This is an optimization exercise on Yosys and OpenROAD, whose aim is small area, a short achievable clock period and few clock cycles per item, not a production implementation.
Where RTL was checked, it was by simulation tests only, not by an equivalence proof against the original.
No driver is modelled on the clock port, so clock power and skew are understated where the tree is cut down; a real chip needs a root buffer or a tree.
Power is estimated from default activity; no workload was simulated.

main:
==> flow/design.v <==
module p286_tmds_ser (
    input  wire        clk,
    input  wire        rst,         
    input  wire        in_valid,
    output wire        in_ready,
    input  wire        in_ctl,      
    input  wire        in_hsync,    
    input  wire        in_vsync,    
    input  wire [23:0] in_rgb,      
    output wire        out_valid,
    output wire [5:0]  out_unit
);
    reg  [4:0] j_q;         
    reg        h_q;         
    reg        act_q;       
    reg        rdy_q;       
    reg        last_q;      
    reg        ov_q;        
    reg        pix_q;       
    reg        m0_q;        
    reg        m9_q;        
    reg  [9:0] ring_q [0:2];
    reg  [2:0] inv_q;
    reg  [2:0] o_q;
    wire i0   = !j_q[4] && !j_q[0];
        wire i9   =  j_q[4] && !j_q[3];
    wire i89  =  j_q[4] && !j_q[2];
    wire k354 = (j_q[2] && !j_q[3]) || (j_q[4] && j_q[0]) || (j_q[2] && !j_q[1]) || i9 || i0;
    wire t0     = !h_q && i0;
    wire t19    =  h_q && i9;
    wire pass1  = !h_q ? !i0 : i0;              
    wire mid    = pix_q && !h_q && !i0 && !i9;  
    wire ld     = !act_q || t19;                
    wire accept = in_valid && rdy_q;
    wire idle_n = !accept && ld;                
    always @(posedge clk) begin
        if (rst || idle_n) begin
            j_q <= 5'b10000;
            h_q <= 1'b1;
        end else begin
            j_q <= {j_q[3:0], !j_q[4]};
            h_q <= h_q ^ i9;
        end
        if (rst) begin
            act_q  <= 1'b0;
            rdy_q  <= 1'b1;
            last_q <= 1'b0;
            ov_q   <= 1'b0;
        end else begin
            act_q  <= accept || (act_q && !t19);
            rdy_q  <= !accept && (!act_q || (h_q && i89));
            last_q <= act_q && t19;
            ov_q   <= (act_q && !t0) || last_q;
        end
        if (ld) begin
            pix_q <= !in_ctl;
            m0_q  <= !in_hsync;
            m9_q  <= in_hsync ^ in_vsync;
        end
    end
    genvar c;
    generate
        for (c = 0; c < 3; c = c + 1) begin : ch
            wire [9:0] r = ring_q[c];
            wire [7:0] din = in_rgb[8*c +: 8];
            wire a1 = r[2], a2 = r[3], a3 = r[4], a4 = r[5], a5 = r[6], a6 = r[7], a7 = r[8];
            wire p12 = a1 & a2, p34 = a3 & a4, o12 = a1 | a2, o34 = a3 | a4;
            wire ge1a = o12 | o34;
            wire ge2a = p12 | p34 | (o12 & o34);
            wire ge3a = (p12 & o34) | (p34 & o12);
            wire ge4a = p12 & p34;
            wire ge1b = a5 | a6 | a7;
            wire ge2b = (a5 & a6) | (a5 & a7) | (a6 & a7);
            wire ge3b = a5 & a6 & a7;
            wire maj = ge4a | (ge3a & ge1b) | (ge2a & ge2b) | (ge1a & ge3b);
            wire inv = inv_q[c];
            wire x   = r[9] ^ r[0] ^ inv;
            wire mk  = (c == 0) ? (i0 ? m9_q : m0_q) : 1'b0;
            wire k   = t0 ? 1'b1 : pix_q ? (i9 ? inv : !inv) : (k354 ^ mk);
            wire fb  = mid ? x : k;
            always @(posedge clk) begin
                if (ld)
                    ring_q[c] <= {fb, din, r[1]};
                else
                    ring_q[c] <= {fb, r[9:1]};
                if (!pass1)
                    inv_q[c] <= maj;
                o_q[c] <= mid ? !x : pass1 ? (k ^ pix_q) : r[0];
            end
        end
    endgenerate
    assign in_ready  = rdy_q;
    assign out_valid = ov_q;
    assign out_unit  = {~o_q[2], o_q[2], ~o_q[1], o_q[1], ~o_q[0], o_q[0]};
endmodule
clock: 5.0 ns
lec_check: 0
cap_margin: 20
core_margin: 2
core_utilization: 40
setup_slack_margin: 3.0
slew_margin: 20
standard.sh (not shown) runs the stock make flow with config.mk's settings and CLKGATE_MAP_FILE= SYNTH_SCRIPT=/design/flow/synth_recipe.tcl, a recipe that flattens the netlist after the stock synthesis.
==> flow/flow/run.sh <==
#!/bin/bash
export BUFFER_PORTS_ARGS="-buffer_cell sky130_fd_sc_hd__buf_1"
bash standard.sh > standard.log 2>&1
main has completed all stages; timing, DRC and antenna checks passed.
The inputs of the feature branch differ from those of main as listed below.
Settings: changing SETUP_SLACK_MARGIN from 3.0 to 3.2.
Notes after the runs:
- Between the feature branch and main, the register-to-register slack is lower for main.
- The feature branch ended up with dfxtp_4 as its slowest stage cell on the critical path; main ended up with a2111oi_1.
- Setup WNS main -> the feature branch: better
- Comparing the feature branch and main, the lower non-clock buffer count is on main.
- Looking at the feature branch and main, the flip-flop and latch count is a wash.
- Measured against each other, the feature branch and main differ in maximum achievable frequency, the lower figure coming from main.
No functional check of the RTL was part of any run of this note.


job 101:
p286_tmds_ser, a different RTL version from the one above (not shown whole).
Size: roughly 280 cells after synthesis.
==> flow/config.mk <==
export PLATFORM = sky130hd
export DESIGN_NAME = p286_tmds_ser
export DESIGN_NICKNAME = p286_tmds_ser
export VERILOG_FILES = /design/flow/design.v
export SDC_FILE = /design/flow/constraint.sdc
export NUM_CORES = 4
export LEC_CHECK = 0
export ABC_AREA = 1
export CAP_MARGIN = 20
export CORE_MARGIN = 2
export CORE_UTILIZATION = 40
export SETUP_SLACK_MARGIN = 3.2
export SLEW_MARGIN = 20
==> flow/constraint.sdc <==
create_clock -name core_clock -period 5.0 [get_ports {clk}]
set_input_delay 1.0000 -clock core_clock [delete_from_list [all_inputs] [get_ports {clk}]]
set_output_delay 1.0000 -clock core_clock [all_outputs]
set_load 0.01 [all_outputs]
==> flow/flow/run.sh <==
#!/bin/bash
export BUFFER_PORTS_ARGS="-buffer_cell sky130_fd_sc_hd__buf_1"
export CTS_ARGS="-sink_clustering_enable -repair_clock_nets -root_buf sky130_fd_sc_hd__clkbuf_16 -buf_list sky130_fd_sc_hd__clkbuf_16 -dont_use_dummy_load"
export POST_CTS_TCL="$PWD/flow/drop_root.tcl"
bash standard.sh > standard.log 2>&1
==> flow/flow/drop_root.tcl <==
set block [ord::get_db_block]
set port_net [$block findNet clk]
set root ""
set nroot 0
foreach it [$port_net getITerms] { set root [$it getInst]; incr nroot }
if {$nroot != 1} { puts "drop_root: clock port drives $nroot pins, tree kept"; return }
set root_out ""
foreach it [$root getITerms] {
  if {[[$it getMTerm] getIoType] eq "OUTPUT"} { set root_out [$it getNet] }
}
set loads {}
set ok 1
foreach it [$root_out getITerms] {
  if {[$it getInst] eq $root} continue
  if {![string match "sky130_fd_sc_hd__clkbuf_*" [[[$it getInst] getMaster] getName]]} { set ok 0 }
  lappend loads $it
}
if {!$ok || [llength $loads] > 4} { puts "drop_root: root drives [llength $loads] pins, tree kept"; return }
puts "drop_root: removing [$root getName], port drives [llength $loads] buffers"
foreach it $loads { $it disconnect; $it connect $port_net }
foreach it [$root getITerms] { $it disconnect }
odb::dbInst_destroy $root
odb::dbNet_destroy $root_out
estimate_parasitics -placement
report_checks -path_delay max -format end
### job 101 -> job 104
==> flow/flow/run.sh <==
#!/bin/bash
export BUFFER_PORTS_ARGS="-buffer_cell sky130_fd_sc_hd__buf_1"
bash standard.sh > standard.log 2>&1
-- flow/config.mk --
<<< job 101, line 7
export LEC_CHECK = 0
export ABC_AREA = 1
export CAP_MARGIN = 20
>>> job 104, line 7
export LEC_CHECK = 0
export CAP_MARGIN = 20
removed: flow/flow/drop_root.tcl
Summary — area overhead of the layout relative to synthesis, job 104 relative to job 101: lower, by 0.35 points. Going from job 101 to job 104, post-layout total power grew by a few percent. Fmax: job 104 lower than job 101. Job 104 ended up with out_unit[1] as its timing endpoint of the critical path; job 101 ended up with j_q[4]$_SDFF_PP1_. Insertion delay to the later sink of the worst-skew pair in job 104 is 0.17 ns higher than in job 101. On area after synthesis, the lower figure sits with job 101, not job 104. When the final numbers for job 104 and job 101 were put side by side, the estimated wirelength of the detail-placed design turned out to be smaller in job 104. Placement-stage worst setup slack | job 104 above job 101. Job 104 ends up with lower number of global-route vias before repair than job 101 does. When job 104 is measured against job 101, its fraction of power spent switching nets turns out 3.0 points higher. Synthesized cell count ended up 78 lower on job 104 than on job 101.
No functional check of the RTL was part of any run of this note.


Another version of the RTL of p286_tmds_ser (not shown whole).
For scale: roughly 50 flip-flops, roughly 38 I/O pins, about 0.0021 mm2 of cells after synthesis.
clock: 5.0 ns
lec_check: 0
cap_margin: 20
core_margin: 2
core_utilization: 40
setup_slack_margin: 3.2
slew_margin: 20
==> flow/flow/run.sh <==
#!/bin/bash
export BUFFER_PORTS_ARGS="-buffer_cell sky130_fd_sc_hd__buf_1"
export CTS_ARGS="-sink_clustering_enable -repair_clock_nets -root_buf sky130_fd_sc_hd__clkbuf_8 -buf_list sky130_fd_sc_hd__clkbuf_8 -dont_use_dummy_load"
export POST_CTS_TCL="$PWD/flow/drop_root.tcl"
bash standard.sh > standard.log 2>&1
==> flow/flow/drop_root.tcl <==
set block [ord::get_db_block]
set port_net [$block findNet clk]
set root ""
set nroot 0
foreach it [$port_net getITerms] { set root [$it getInst]; incr nroot }
if {$nroot != 1} { puts "drop_root: clock port drives $nroot pins, tree kept"; return }
set root_out ""
foreach it [$root getITerms] {
  if {[[$it getMTerm] getIoType] eq "OUTPUT"} { set root_out [$it getNet] }
}
set loads {}
set ok 1
foreach it [$root_out getITerms] {
  if {[$it getInst] eq $root} continue
  if {![string match "sky130_fd_sc_hd__clkbuf_*" [[[$it getInst] getMaster] getName]]} { set ok 0 }
  lappend loads $it
}
if {!$ok || [llength $loads] > 4} { puts "drop_root: root drives [llength $loads] pins, tree kept"; return }
puts "drop_root: removing [$root getName], port drives [llength $loads] buffers"
foreach it $loads { $it disconnect; $it connect $port_net }
foreach it [$root getITerms] { $it disconnect }
odb::dbInst_destroy $root
odb::dbNet_destroy $root_out
estimate_parasitics -placement
report_checks -path_delay max -format end
The first run passed the timing, design-rule and antenna checks.
Testbench counts at the start, summed over its fixed seeds: cycles 48,024, items 2,400.
==> next run, changes <==
- ABC_AREA: not set -> 1
After rerunning:
- The changed run finished with timing, DRC and antenna clean
- clock skew goes down by 3.7 ps
- critical path depth goes down by 4
- core utilization goes down by 0.70 points
- synthesized cell count goes up by about 27%
- worst hold slack barely changes
- final area goes down by about 4%
==> next run, changes <==
==> flow/flow/run.sh (replaced) <==
#!/bin/bash
export BUFFER_PORTS_ARGS="-buffer_cell sky130_fd_sc_hd__buf_1"
export CTS_ARGS="-sink_clustering_enable -repair_clock_nets -root_buf sky130_fd_sc_hd__clkbuf_16 -buf_list sky130_fd_sc_hd__clkbuf_16 -dont_use_dummy_load"
export POST_CTS_TCL="$PWD/flow/drop_root.tcl"
bash standard.sh > standard.log 2>&1
Result: The new run completed with no timing, DRC or antenna violations; area after synthesis does not change; global-route usage goes up by 0.11 points; die area is unchanged; worst hold slack degrades by 3.6 ps; total power goes up by 9.0%; clock power goes up by 43%; final cell count stays the same; final area goes up by about 1.7%; worst setup slack improves by 4.8 ps; sequential power stays flat; core utilization goes up by 0.77 points.

[separate check: timing with driven ports]
The results above use ideal ports. As a check the final layouts listed here were re-extracted and re-timed, cells and wires unchanged. Step 1 sets driving cells, clkbuf_16 on the clock port and buf_2 on the other inputs (assumed; they add their load-dependent delay and slew). Step 2 moves the port delays by t, midway between the first and last clock arrival at a register: inputs arrive t later, outputs are due t later. That takes back most of the time a late clock gives input paths. Slacks: ideal / step 1 / step 2; pairs: ideal / step 1.
run | shift t [ns] | slack for setup (ns) | hold WS [ns] | slew at the worst register clock pin (ns)
main | 0.315 | 3.167 / 3.146 / 3.167 | 0.328 / 0.328 / 0.328 | 0.08 / 0.08
the feature branch | 0.319 | 3.218 / 3.192 / 3.295 | 0.332 / 0.332 / 0.332 | 0.09 / 0.09
job 101 | 0.195 | 3.317 / 3.311 / 3.172 | 0.323 / 0.323 / 0.323 | 0.06 / 0.06
job 104 | 0.322 | 3.208 / 3.182 / 3.241 | 0.333 / 0.333 / 0.333 | 0.09 / 0.09
the first run of note 3 | 0.189 | 3.344 / 3.314 / 3.244 | 0.333 / 0.333 / 0.333 | 0.09 / 0.09
the second run of note 3 | 0.189 | 3.363 / 3.311 / 3.228 | 0.331 / 0.331 / 0.331 | 0.09 / 0.09
the third run of note 3 | 0.191 | 3.368 / 3.304 / 3.225 | 0.327 / 0.327 / 0.327 | 0.07 / 0.07
After both steps every run listed still meets setup and hold. For job 101, which loses most, drivers alone change the setup slack by -0.006 ns; drivers and shift together by -0.145 ns.
